This is an optimization exercise on Yosys and OpenROAD, whose aim is small area, a short achievable clock period and few clock cycles, not a production implementation. Only simulation tests tie the RTL to the original design; equivalence was not proved. No activity file was given, so power comes from the tool's default toggle rates.

==> design/flow/design.v <==
module pmark_codec #(
    parameter CAP = 256                 
) (
    input  wire       clk,
    input  wire       rst,              
    input  wire       cmd_valid,
    input  wire [7:0] cmd_data,
    output wire       cmd_ready,
    input  wire       raw_valid,
    input  wire [7:0] raw_data,
    output wire       raw_ready,
    output wire       rsp_valid,
    output wire [7:0] rsp_data,
    input  wire       rsp_ready,
    output wire       tx_valid,
    output wire [8:0] tx_char,
    input  wire       tx_ready,
    output wire [8:0] b0_len,
    output wire [8:0] b1_len,
    output wire [1:0] rx_phase,
    output wire       rx_marked,
    output wire       rx_escaped,
    output wire       rx_done,
    output wire [7:0] rx_err,
    output wire [8:0] rx_explen,
    output wire [1:0] pmode
);
    localparam AW = $clog2(CAP);
    localparam PH_IDLE = 2'd0, PH_ACTIVE = 2'd1, PH_FAILED = 2'd2;
    localparam PM_UNKNOWN = 2'd0, PM_MARK = 2'd1, PM_SPACE = 2'd2;
    localparam R_OK      = 8'h00, R_CAPX   = 8'h01, R_WLEN   = 8'h02;
    localparam R_BADESC  = 8'h20, R_DUPMK  = 8'h21, R_MISSMK = 8'h22, R_OVERRUN = 8'h23;
    localparam R_ILLCMD  = 8'hF0, R_ILLOPD = 8'hF1, R_NOTACT = 8'hF2;
    localparam R_OWNED   = 8'hF3, R_EMPTY  = 8'hF4;
    localparam S_IDLE = 4'd0,  S_ARG = 4'd1,  S_APPD = 4'd2, S_EXEC = 4'd3,
               S_PUSH = 4'd4,  S_RSP = 4'd5,  S_CKS  = 4'd6, S_EQ   = 4'd7,
               S_HEX  = 4'd8,  S_TX  = 4'd9,  S_CTL  = 4'd10;
    reg [7:0] buf0 [0:CAP-1];
    reg [7:0] buf1 [0:CAP-1];
    reg [8:0] len0, len1;
    reg [1:0] phase;
    reg       marked, escaped;
    reg [8:0] explen;
    reg [7:0] err;
    reg [1:0] pm;
    reg  [3:0]  state;
    reg  [7:0]  op;
    reg  [15:0] arg;           
    reg  [1:0]  argk;          
    reg  [15:0] cnt;           
    reg         app_ok;        
    reg  [8:0]  idx;           
    reg  [1:0]  sub;           
    reg  [7:0]  acc;           
    reg  [7:0]  raw_b;         
    reg  [7:0]  rbuf [0:4];    
    reg  [2:0]  rcnt, ridx;
    reg         hex_after;     
    wire        s       = op[0];
    wire [8:0]  len_s   = s ? len1 : len0;
    wire        owned   = s && (phase == PH_ACTIVE);
    wire op_append  = (op[7:1] == 7'h08);
    wire op_appendb = (op[7:1] == 7'h09);
    wire op_reset   = (op[7:1] == 7'h0A);
    wire op_len     = (op[7:1] == 7'h0B);
    wire op_cap     = (op[7:1] == 7'h0C);
    wire op_seti32  = (op[7:1] == 7'h0D);
    wire op_geti32  = (op[7:1] == 7'h0E);
    wire op_cksum   = (op[7:1] == 7'h0F);
    wire op_setctl  = (op[7:1] == 7'h10);
    wire op_eq      = (op == 8'h22);
    wire op_hex     = (op[7:1] == 7'h12);
    wire op_send    = (op[7:1] == 7'h18);
    wire op_rxinit  = (op == 8'h40);
    wire op_rxdrop  = (op == 8'h42);
    function [2:0] nargs;
        input [7:0] o;
        begin
            case (o[7:1])
                7'h08: nargs = 3'd2;                
                7'h09: nargs = 3'd1;                
                7'h0D: nargs = 3'd4;                
                7'h10: nargs = 3'd1;                
                7'h20: nargs = o[0] ? 3'd0 : 3'd2;  
                default: nargs = 3'd0;
            endcase
        end
    endfunction
    function [7:0] hexch;
        input [3:0] n;
        begin
            hexch = (n < 4'd10) ? (8'h30 + {4'd0, n}) : (8'h37 + {4'd0, n});
        end
    endfunction
    function [7:0] ctlb;
        input [2:0] i;
        input [7:0] sp;
        begin
            case (i)
                3'd0: ctlb = 8'h87;
                3'd1: ctlb = 8'h09;
                3'd2: ctlb = 8'h03;
                3'd3: ctlb = sp;
                3'd4: ctlb = sp;
                default: ctlb = 8'h93 + {sp[6:0], 1'b0};
            endcase
        end
    endfunction
    wire [7:0] rd0  = buf0[idx[AW-1:0]];
    wire [7:0] rd1  = buf1[idx[AW-1:0]];
    wire [7:0] rd_s = s ? rd1 : rd0;
    reg        we0, we1;
    reg [AW-1:0] wa;
    reg [7:0]  wd;
    always @(posedge clk) begin
        if (we0) buf0[wa] <= wd;
        if (we1) buf1[wa] <= wd;
    end
    wire       p_esc   = escaped;
    wire       p_isff  = (raw_b == 8'hFF);
    wire       p_is00  = (raw_b == 8'h00);
    wire       p_full  = (len1 >= explen);
    assign cmd_ready = (state == S_IDLE) || (state == S_ARG) || (state == S_APPD);
    assign raw_ready = (state == S_IDLE) && !cmd_valid;
    wire   cmd_acc   = cmd_valid && cmd_ready;
    wire   raw_acc   = raw_valid && raw_ready;
    wire [7:0] hex_char = (sub == 2'd0) ? hexch(rd_s[7:4]) :
                          (sub == 2'd1) ? hexch(rd_s[3:0]) : 8'h20;
    assign rsp_valid = (state == S_RSP) || (state == S_HEX);
    assign rsp_data  = (state == S_HEX) ? hex_char : rbuf[ridx];
    assign tx_valid  = (state == S_TX);
    assign tx_char   = {(idx == 9'd0), rd_s};
    always @(*) begin
        we0 = 1'b0;
        we1 = 1'b0;
        wa  = {AW{1'b0}};
        wd  = 8'h00;
        case (state)
            S_ARG: begin
                if (cmd_acc && op_seti32 && !owned) begin
                    we0 = !s;
                    we1 = s;
                    wa  = argk;
                    wd  = cmd_data;
                end
            end
            S_APPD: begin
                if (cmd_acc && app_ok) begin
                    we0 = !s;
                    we1 = s;
                    wa  = idx[AW-1:0];
                    wd  = cmd_data;
                end
            end
            S_EXEC: begin
                if (op_appendb && !owned && len_s < CAP) begin
                    we0 = !s;
                    we1 = s;
                    wa  = len_s[AW-1:0];
                    wd  = arg[7:0];
                end
            end
            S_CTL: begin
                we0 = !s;
                we1 = s;
                wa  = idx[AW-1:0];
                wd  = ctlb(idx[2:0], arg[7:0]);
            end
            S_PUSH: begin
                if (phase == PH_ACTIVE && marked && !p_full &&
                    ((!p_esc && !p_isff) || (p_esc && p_isff))) begin
                    we1 = 1'b1;
                    wa  = len1[AW-1:0];
                    wd  = raw_b;
                end
            end
            default: ;
        endcase
    end
    integer i;
    task respond1;
        input [7:0] b0;
        begin
            rbuf[0] <= b0;
            rcnt    <= 3'd1;
            ridx    <= 3'd0;
            state   <= S_RSP;
        end
    endtask
    always @(posedge clk) begin
        if (rst) begin
            state     <= S_IDLE;
            len0      <= 9'd0;
            len1      <= 9'd0;
            phase     <= PH_IDLE;
            marked    <= 1'b0;
            escaped   <= 1'b0;
            explen    <= 9'd4;
            err       <= 8'h00;
            pm        <= PM_UNKNOWN;
            op        <= 8'h00;
            arg       <= 16'd0;
            argk      <= 2'd0;
            cnt       <= 16'd0;
            app_ok    <= 1'b0;
            idx       <= 9'd0;
            sub       <= 2'd0;
            acc       <= 8'd0;
            raw_b     <= 8'd0;
            rcnt      <= 3'd0;
            ridx      <= 3'd0;
            hex_after <= 1'b0;
            for (i = 0; i < 5; i = i + 1) rbuf[i] <= 8'h00;
        end else begin
            case (state)
                S_IDLE: begin
                    if (cmd_acc) begin
                        op   <= cmd_data;
                        argk <= 2'd0;
                        arg  <= 16'd0;
                        if (nargs(cmd_data) != 3'd0) state <= S_ARG;
                        else                         state <= S_EXEC;
                    end else if (raw_acc) begin
                        raw_b <= raw_data;
                        state <= S_PUSH;
                    end
                end
                S_ARG: begin
                    if (cmd_acc) begin
                        if (!argk[1]) arg[8*argk[0] +: 8] <= cmd_data;
                        argk <= argk + 2'd1;
                        if ({1'b0, argk} == nargs(op) - 3'd1) begin
                            if (op_append) begin
                                cnt    <= {cmd_data, arg[7:0]};
                                app_ok <= !owned &&
                                          ({cmd_data, arg[7:0]} <= (CAP - len_s));
                                idx    <= len_s;
                                if ({cmd_data, arg[7:0]} == 16'd0) state <= S_EXEC;
                                else                               state <= S_APPD;
                            end else begin
                                state <= S_EXEC;
                            end
                        end
                    end
                end
                S_APPD: begin
                    if (cmd_acc) begin
                        idx <= idx + 9'd1;
                        cnt <= cnt - 16'd1;
                        if (cnt == 16'd1) state <= S_EXEC;
                    end
                end
                S_EXEC: begin
                    state <= S_RSP;
                    rcnt  <= 3'd1;
                    ridx  <= 3'd0;
                    rbuf[0] <= R_OK;
                    if (op_append) begin
                        if (owned)
                            rbuf[0] <= R_OWNED;
                        else if (!app_ok)
                            rbuf[0] <= R_CAPX;
                        else if (s)
                            len1 <= len1 + arg[15:0];
                        else
                            len0 <= len0 + arg[15:0];
                    end else if (op_appendb) begin
                        if (owned)
                            rbuf[0] <= R_OWNED;
                        else if (len_s >= CAP)
                            rbuf[0] <= R_CAPX;
                        else if (s)
                            len1 <= len1 + 9'd1;
                        else
                            len0 <= len0 + 9'd1;
                    end else if (op_reset) begin
                        if (owned)
                            rbuf[0] <= R_OWNED;
                        else if (s)
                            len1 <= 9'd0;
                        else
                            len0 <= 9'd0;
                    end else if (op_len) begin
                        rbuf[1] <= len_s[7:0];
                        rbuf[2] <= {7'd0, len_s[8]};
                        rcnt    <= 3'd3;
                    end else if (op_cap) begin
                        rbuf[1] <= CAP[7:0];
                        rbuf[2] <= CAP[15:8];
                        rcnt    <= 3'd3;
                    end else if (op_seti32) begin
                        if (owned)
                            rbuf[0] <= R_OWNED;
                        else if (s)
                            len1 <= 9'd4;
                        else
                            len0 <= 9'd4;
                    end else if (op_geti32) begin
                        if (len_s != 9'd4) begin
                            rbuf[0] <= R_WLEN;
                        end else begin
                            rbuf[1] <= s ? buf1[0] : buf0[0];
                            rbuf[2] <= s ? buf1[1] : buf0[1];
                            rbuf[3] <= s ? buf1[2] : buf0[2];
                            rbuf[4] <= s ? buf1[3] : buf0[3];
                            rcnt    <= 3'd5;
                        end
                    end else if (op_cksum) begin
                        idx   <= 9'd0;
                        acc   <= 8'd0;
                        state <= S_CKS;
                    end else if (op_setctl) begin
                        if (owned) begin
                            rbuf[0] <= R_OWNED;
                        end else begin
                            idx   <= 9'd0;
                            state <= S_CTL;
                        end
                    end else if (op_eq) begin
                        idx   <= 9'd0;
                        state <= S_EQ;
                    end else if (op_hex) begin
                        rbuf[1]   <= (len_s == 9'd0) ? 8'd0 : ((len_s * 3) - 1) & 8'hFF;
                        rbuf[2]   <= (len_s == 9'd0) ? 8'd0 : ((len_s * 3) - 1) >> 8;
                        rcnt      <= 3'd3;
                        hex_after <= (len_s != 9'd0);
                        idx       <= 9'd0;
                        sub       <= 2'd0;
                    end else if (op_send) begin
                        if (len_s == 9'd0) begin
                            rbuf[0] <= R_EMPTY;
                        end else begin
                            pm    <= PM_MARK;
                            idx   <= 9'd0;
                            state <= S_TX;
                        end
                    end else if (op_rxinit) begin
                        if (arg[15:0] > CAP) begin
                            rbuf[0] <= R_ILLOPD;
                        end else begin
                            len1    <= 9'd0;
                            marked  <= 1'b0;
                            escaped <= 1'b0;
                            explen  <= arg[8:0];
                            err     <= 8'h00;
                            phase   <= PH_ACTIVE;
                        end
                    end else if (op_rxdrop) begin
                        phase <= PH_IDLE;
                        err   <= 8'h00;
                    end else begin
                        rbuf[0] <= R_ILLCMD;
                    end
                end
                S_CKS: begin
                    if (idx + 9'd1 < len_s) begin
                        acc <= acc + rd_s;
                        idx <= idx + 9'd1;
                    end else begin
                        rbuf[0] <= R_OK;
                        rbuf[1] <= acc;
                        rcnt    <= 3'd2;
                        ridx    <= 3'd0;
                        state   <= S_RSP;
                    end
                end
                S_EQ: begin
                    if (len0 != len1) begin
                        rbuf[0] <= R_OK;
                        rbuf[1] <= 8'h00;
                        rcnt    <= 3'd2;
                        ridx    <= 3'd0;
                        state   <= S_RSP;
                    end else if (idx == len0) begin
                        rbuf[0] <= R_OK;
                        rbuf[1] <= 8'h01;
                        rcnt    <= 3'd2;
                        ridx    <= 3'd0;
                        state   <= S_RSP;
                    end else if (rd0 != rd1) begin
                        rbuf[0] <= R_OK;
                        rbuf[1] <= 8'h00;
                        rcnt    <= 3'd2;
                        ridx    <= 3'd0;
                        state   <= S_RSP;
                    end else begin
                        idx <= idx + 9'd1;
                    end
                end
                S_CTL: begin
                    idx <= idx + 9'd1;
                    if (idx == 9'd5) begin
                        if (s) len1 <= 9'd6;
                        else   len0 <= 9'd6;
                        respond1(R_OK);
                    end
                end
                S_TX: begin
                    if (tx_ready) begin
                        if (idx == 9'd0) pm <= PM_SPACE;
                        idx <= idx + 9'd1;
                        if (idx + 9'd1 == len_s) respond1(R_OK);
                    end
                end
                S_PUSH: begin
                    state <= S_RSP;
                    rcnt  <= 3'd1;
                    ridx  <= 3'd0;
                    rbuf[0] <= R_OK;
                    if (phase != PH_ACTIVE) begin
                        rbuf[0] <= R_NOTACT;
                    end else if (p_esc) begin
                        if (p_is00) begin
                            if (marked) begin
                                rbuf[0] <= R_DUPMK;
                                err     <= R_DUPMK;
                                phase   <= PH_FAILED;
                            end else begin
                                marked  <= 1'b1;
                                escaped <= 1'b0;
                            end
                        end else if (p_isff) begin
                            escaped <= 1'b0;
                            if (!marked) begin
                                rbuf[0] <= R_MISSMK;
                                err     <= R_MISSMK;
                                phase   <= PH_FAILED;
                            end else if (p_full) begin
                                rbuf[0] <= R_OVERRUN;
                                err     <= R_OVERRUN;
                                phase   <= PH_FAILED;
                            end else begin
                                len1 <= len1 + 9'd1;
                            end
                        end else begin
                            rbuf[0] <= R_BADESC;
                            err     <= R_BADESC;
                            phase   <= PH_FAILED;
                        end
                    end else if (p_isff) begin
                        escaped <= 1'b1;
                    end else if (!marked) begin
                        rbuf[0] <= R_MISSMK;
                        err     <= R_MISSMK;
                        phase   <= PH_FAILED;
                    end else if (p_full) begin
                        rbuf[0] <= R_OVERRUN;
                        err     <= R_OVERRUN;
                        phase   <= PH_FAILED;
                    end else begin
                        len1 <= len1 + 9'd1;
                    end
                end
                S_RSP: begin
                    if (rsp_ready) begin
                        ridx <= ridx + 3'd1;
                        if (ridx + 3'd1 == rcnt) begin
                            if (hex_after) state <= S_HEX;
                            else           state <= S_IDLE;
                            hex_after <= 1'b0;
                        end
                    end
                end
                S_HEX: begin
                    if (rsp_ready) begin
                        if (sub == 2'd2) begin
                            sub <= 2'd0;
                            idx <= idx + 9'd1;
                        end else if (sub == 2'd1 && idx + 9'd1 == len_s) begin
                            state <= S_IDLE;
                        end else begin
                            sub <= sub + 2'd1;
                        end
                    end
                end
                default: state <= S_IDLE;
            endcase
        end
    end
    assign b0_len     = len0;
    assign b1_len     = len1;
    assign rx_phase   = phase;
    assign rx_marked  = marked;
    assign rx_escaped = escaped;
    assign rx_done    = (phase == PH_ACTIVE) && (len1 == explen);
    assign rx_err     = err;
    assign rx_explen  = explen;
    assign pmode      = pm;
endmodule
==> design/flow/run.sh <==
#!/bin/bash
# synth_recipe.tcl (not shown) runs the flow's synth.tcl, then flattens the netlist and writes it again
# the make line also repeats each setting of config.mk as NAME=value (left out here)
make -C /OpenROAD-flow-scripts/flow DESIGN_CONFIG=/design/flow/config.mk WORK_HOME=/design/flow/orfs CLKGATE_MAP_FILE= SYNTH_SCRIPT=/design/flow/synth_recipe.tcl finish
==> design/flow/config.mk <==
export PLATFORM = sky130hd
export DESIGN_NAME = pmark_codec
export DESIGN_NICKNAME = pmark_codec
export VERILOG_FILES = /design/flow/design.v
export SDC_FILE = /design/flow/constraint.sdc
export NUM_CORES = 4
export LEC_CHECK = 0
export CAP_MARGIN = 20
export CORE_MARGIN = 2
export CORE_UTILIZATION = 45
export PLACE_DENSITY = 0.6
export SLEW_MARGIN = 20
==> design/flow/constraint.sdc <==
create_clock -name core_clock -period 11.0 [get_ports {clk}]
set_input_delay 2.2000 -clock core_clock [delete_from_list [all_inputs] [get_ports {clk}]]
set_output_delay 2.2000 -clock core_clock [all_outputs]
set_load 0.01 [all_outputs]
==> impl_metrics.json <==
{
  "instances_no_fill": 15200,
  "clock-root-buffer": "clkbuf_16",
  "crit_arrival_ns": 7.74,
  "grt_pass1_wl_um": 752000,
  "cts.clk_slew.worst_paths_ns": 0.06,
  "core_area_sq_mm": 0.385,
  "clk_latency_ns": 1.01,
  "final_antenna_net_count": 0,
  "fin_skew_ns": 0.0874,
  "grt.total_usage_pct": 27.4,
  "power.density_mw_per_mm2": 193,
  "ys.flop_type": "edfxtp_1",
  "ys_async_sr_fraction_pct": 0,
  "die_w_um": 626,
  "ctsLongestPathBuffers": 4,
  "power.leakage_nw": 56.7,
  "syn-num-nets": 9656,
  "drive_gt1_share_pct": 17.5,
  "die_h_um": 626,
  "synth_top_area_share_pct": 70.7,
  "hpwl_um": 348000,
  "outcome": "timing/DRC/antenna clean",
  "synth-edff-count": 4096,
  "dieArea_sq_mm": 0.391,
  "multi_input_area_sq_mm": 0.0434,
  "post_cts_buffers": 0,
  "grt.overflow.total": 0,
  "max-vdd-ir-drop_mv": 0.191,
  "synth.ff_latch_count": 4263,
  "grt_pass1_vias": 93800,
  "grt_max_degree": 218,
  "fin_crit_sh_pct": 90.4,
  "power_frac_seq_pct": 48.1,
  "yosys.cell_types.count": 103,
  "syn2layout_area_growth_pct": 11.5,
  "drcViolationCount": 0,
  "setup_viol": 0,
  "io_buffer_count": 84,
  "crit_type": "flip-flop to primary output",
  "netSwitchingPower_mw": 9.67,
  "ctsHtreeMaxLevel": 5,
  "synth_warnings": 2,
  "placed_area_sq_mm": 0.180,
  "syn_area_per_cell_sq_um": 18.3,
  "dr.first_iter.drc_count": 14300,
  "required_ns": 8.80,
  "vias": 97200,
  "regArea_sq_mm": 0.126,
  "synthTopCellsByArea": "edfxtp_1 71%, mux4_2 9.1%, mux2i_1 4.0%, dfxtp_1 1.9%, nor2_1 1.6%",
  "fin_setup_tns_ns": 0,
  "row_count": 228,
  "synthSimpleGateAreaFrac_pct": 4.24,
  "wl_per_cell_um": 35.9,
  "synth_xor_area_share_pct": 0.463,
  "n_fill_cell": 30900,
  "p_int_mw": 27.7,
  "maxSlewViolCount": 0,
  "worstMarginPinSlew_ns": 1.37,
  "start_util_pct": 45.2,
  "finish.instance_area_sq_mm": 0.194,
  "pwr-share-clk_pct": 38.8,
  "syn_area_sq_mm": 0.174,
  "routed_wl_um": 545000,
  "io_pins": 85,
  "hold_buffers": 0,
  "cts_buffers": 430,
  "critPathLaunchType": "flip-flop",
  "combPwrFrac_pct": 13.2,
  "hold_slack_ns": 0.449,
  "via_per_inst": 6.40,
  "antenna_found_initial": 37,
  "synth_mux_area_share_pct": 14.2,
  "synthAdderAreaFrac_pct": 0.801,
  "dp.cells": 14400,
  "relSlewSlack_pct": 8.98,
  "switching_share_pct": 25.9,
  "finalPower_mw": 37.4,
  "synth_top_family_by_area": "multiplexers",
  "synth_compound_area_share_pct": 4.95,
  "ys_seq_area_share_pct": 72.6,
  "tritoncts": "yes",
  "min_period_ns": 9.94,
  "synth_top_area_cell": "edfxtp_1",
  "netlist_instances": 9525,
  "firstDrtPassIters": 7,
  "maxCapViolations": 0,
  "numClockSinks": 4263,
  "rsz0062_at_grt": "no",
  "hold_path.class": "flip-flop to flip-flop",
  "cts_resized": 0,
  "end_kind": "primary output",
  "fmax_mhz": 101,
  "hold_violations": 0,
  "gp_congestion": 0.908,
  "path_max_fanout": 44,
  "fin_nets": 9864
}
cell type report:
class | instances | share of cell area [%]
sequential | 4263 | 65.2
multi-input combinational | 4588 | 22.4
inverter | 91 | 0.177
clock buffer | 537 | 5.85
antenna | 36 | 0.0465
tap | 5060 | 3.26
clock inverter | 256 | 1.24
timing repair buffer | 359 | 1.87
cells in the mapped netlist, types with 20 or more instances:
| cell | n |
|---|---|
| a211oi_1 | 59 |
| nor2b_1 | 44 |
| nor3_1 | 51 |
| nand3_1 | 157 |
| a22o_1 | 60 |
| dfxtp_1 | 167 |
| buf_8 | 20 |
| mux4_1 | 57 |
| buf_6 | 120 |
| buf_4 | 61 |
| mux4_2 | 700 |
| o22ai_1 | 46 |
| a22oi_1 | 351 |
| nor4_1 | 28 |
| a31oi_1 | 66 |
| and2_1 | 24 |
| buf_12 | 40 |
| a221oi_1 | 54 |
| clkbuf_1 | 204 |
| o21ai_0 | 139 |
| ha_1 | 105 |
| xnor2_1 | 48 |
| mux2i_1 | 703 |
| edfxtp_1 | 4096 |
| a21oi_1 | 238 |
| nor2_1 | 754 |
| inv_1 | 86 |
| a21o_1 | 25 |
| nand2b_1 | 33 |
| mux2_2 | 29 |
| and3_1 | 21 |
| nand4_1 | 54 |
| buf_1 | 20 |
| xor2_1 | 44 |
| buf_2 | 105 |
| nand2_1 | 410 |
| a32oi_1 | 20 |
cells in the final DEF (no fill, tap or decap), types with 159 or more instances in the layout:
cell type  instances
edfxtp_1        4096
buf_4            220
nor2_1           717
a22oi_1          351
clkbuf_16        437
nand2_1          407
a21oi_1          237
mux2i_1          701
dfxtp_1          159
mux4_2           700
routing by layer:
metal  wire length (um)  part of all wire (%)  vias to the layer above  global-route usage, %
met5                205                 0.038                        -                  0.111
met4              27100                   5.0                       23                   12.0
met3              60200                    11                     1123                   6.81
met2             249000                    46                     5899                   42.1
met1             209000                    38                    51100                   37.2
li1                   -                     -                    39100                      -
power groups by stage:
| stage | logic, mW | registers (mW) | clock network [mW] |
|---|---|---|---|
| 3_3_place_gp | 4.77 | 18.3 | 0 |
| 5_1_grt | 5.10 | 18.0 | 15.2 |
| 4_1_cts | 4.87 | 18.0 | 14.6 |
| 3_5_place_dp | 4.86 | 18.3 | 0 |
| 2_1_floorplan | 3.17 | 18.3 | 0 |
| 6_report | 4.92 | 18.0 | 14.5 |
sequential cells by signal, indices dropped and copies added, names as in the netlist, 2 cells and up, named ones only:
name,cells
acc,8
arg,16
argk,2
buf0,2048
buf1,2048
cnt,16
err,8
explen,9
idx,9
len0,9
len1,9
op,8
phase,2
pm,2
raw_b,8
rbuf,37
rcnt,3
ridx,3
state,4
sub,2
through the flow:
step           util (%)  setup WS [ns]
2_1_floorplan         -          -2.30
3_3_place_gp       46.7           1.08
3_5_place_dp       46.7           2.17
4_1_cts            50.3           1.07
5_1_grt            50.3          0.847
6_report           50.4           1.06
cell families (layout without fill, tap and decap cells):
group / after synthesis / count (layout)
adders and majority gates: 109 / 109
other: 0 / 36
AOI/OAI and AO/OA: 1237 / 1237
DFF: 4263 / 4263
xor gates and xnor gates: 92 / 92
and+or+nand+nor: 1661 / 1661
muxes: 1489 / 1489
buffers and inverters: 674 / 1243
final timing paths:
kind	startpoint	to	slack [ns]	cells past startpoint
worst max register to register	len1[0]	buf0[243][0]	3.57	15
worst min-delay path	err[5]	err[5]	0.45	2
worst max-delay path	flip-flop	rsp_data[6]	1.06	15
worst min register to register	err[5]	err[5]	0.45	2
worst max-delay path, stage by stage (launching register included):
cell and delay, ns:
dfxtp_4 1.07, buf_4 0.78, mux2i_1 0.40, a22o_1 0.32, a221oi_1 0.80, o21ai_0 0.43
o21ai_0 0.30, buf_4 0.21, nand4_1 0.23, mux2i_1 0.26, buf_4 0.26, or2_2 0.16
nand2_1 0.11, o32a_1 0.38, o32ai_1 0.23, clkdlybuf4s50_1 0.58
Testbench counts, summed over its fixed seeds: cycles 27,997.

[static timing again, ports no longer ideal]
How much do the figures lean on ideal ports? The routed layout below was timed once more, with nothing changed but the port constraints. Step 1 (the two cells are an assumption about what drives the block):
set clk [get_ports {clk}]
set_driving_cell -lib_cell sky130_fd_sc_hd__clkbuf_16 $clk
set_driving_cell -lib_cell sky130_fd_sc_hd__buf_2 [delete_from_list [all_inputs] $clk]
Step 2 moves the port delays by t, midway between the first and last clock arrival at a register: inputs arrive t later, outputs are due t later. That takes back most of the time a late clock gives input paths. Three values: ideal, step 1, step 2; two values: the first two.
shift t [ns]: 1.074
setup WS [ns]: 1.061 / 0.958 / 2.031
hold WS [ns]: 0.449 / 0.449 / 0.449
slew at the worst register clock pin (ns): 0.08 / 0.08
After both steps setup and hold are still met in this run. The setup slack of this run moves by -0.103 ns with the drivers and by +0.970 ns with both steps.
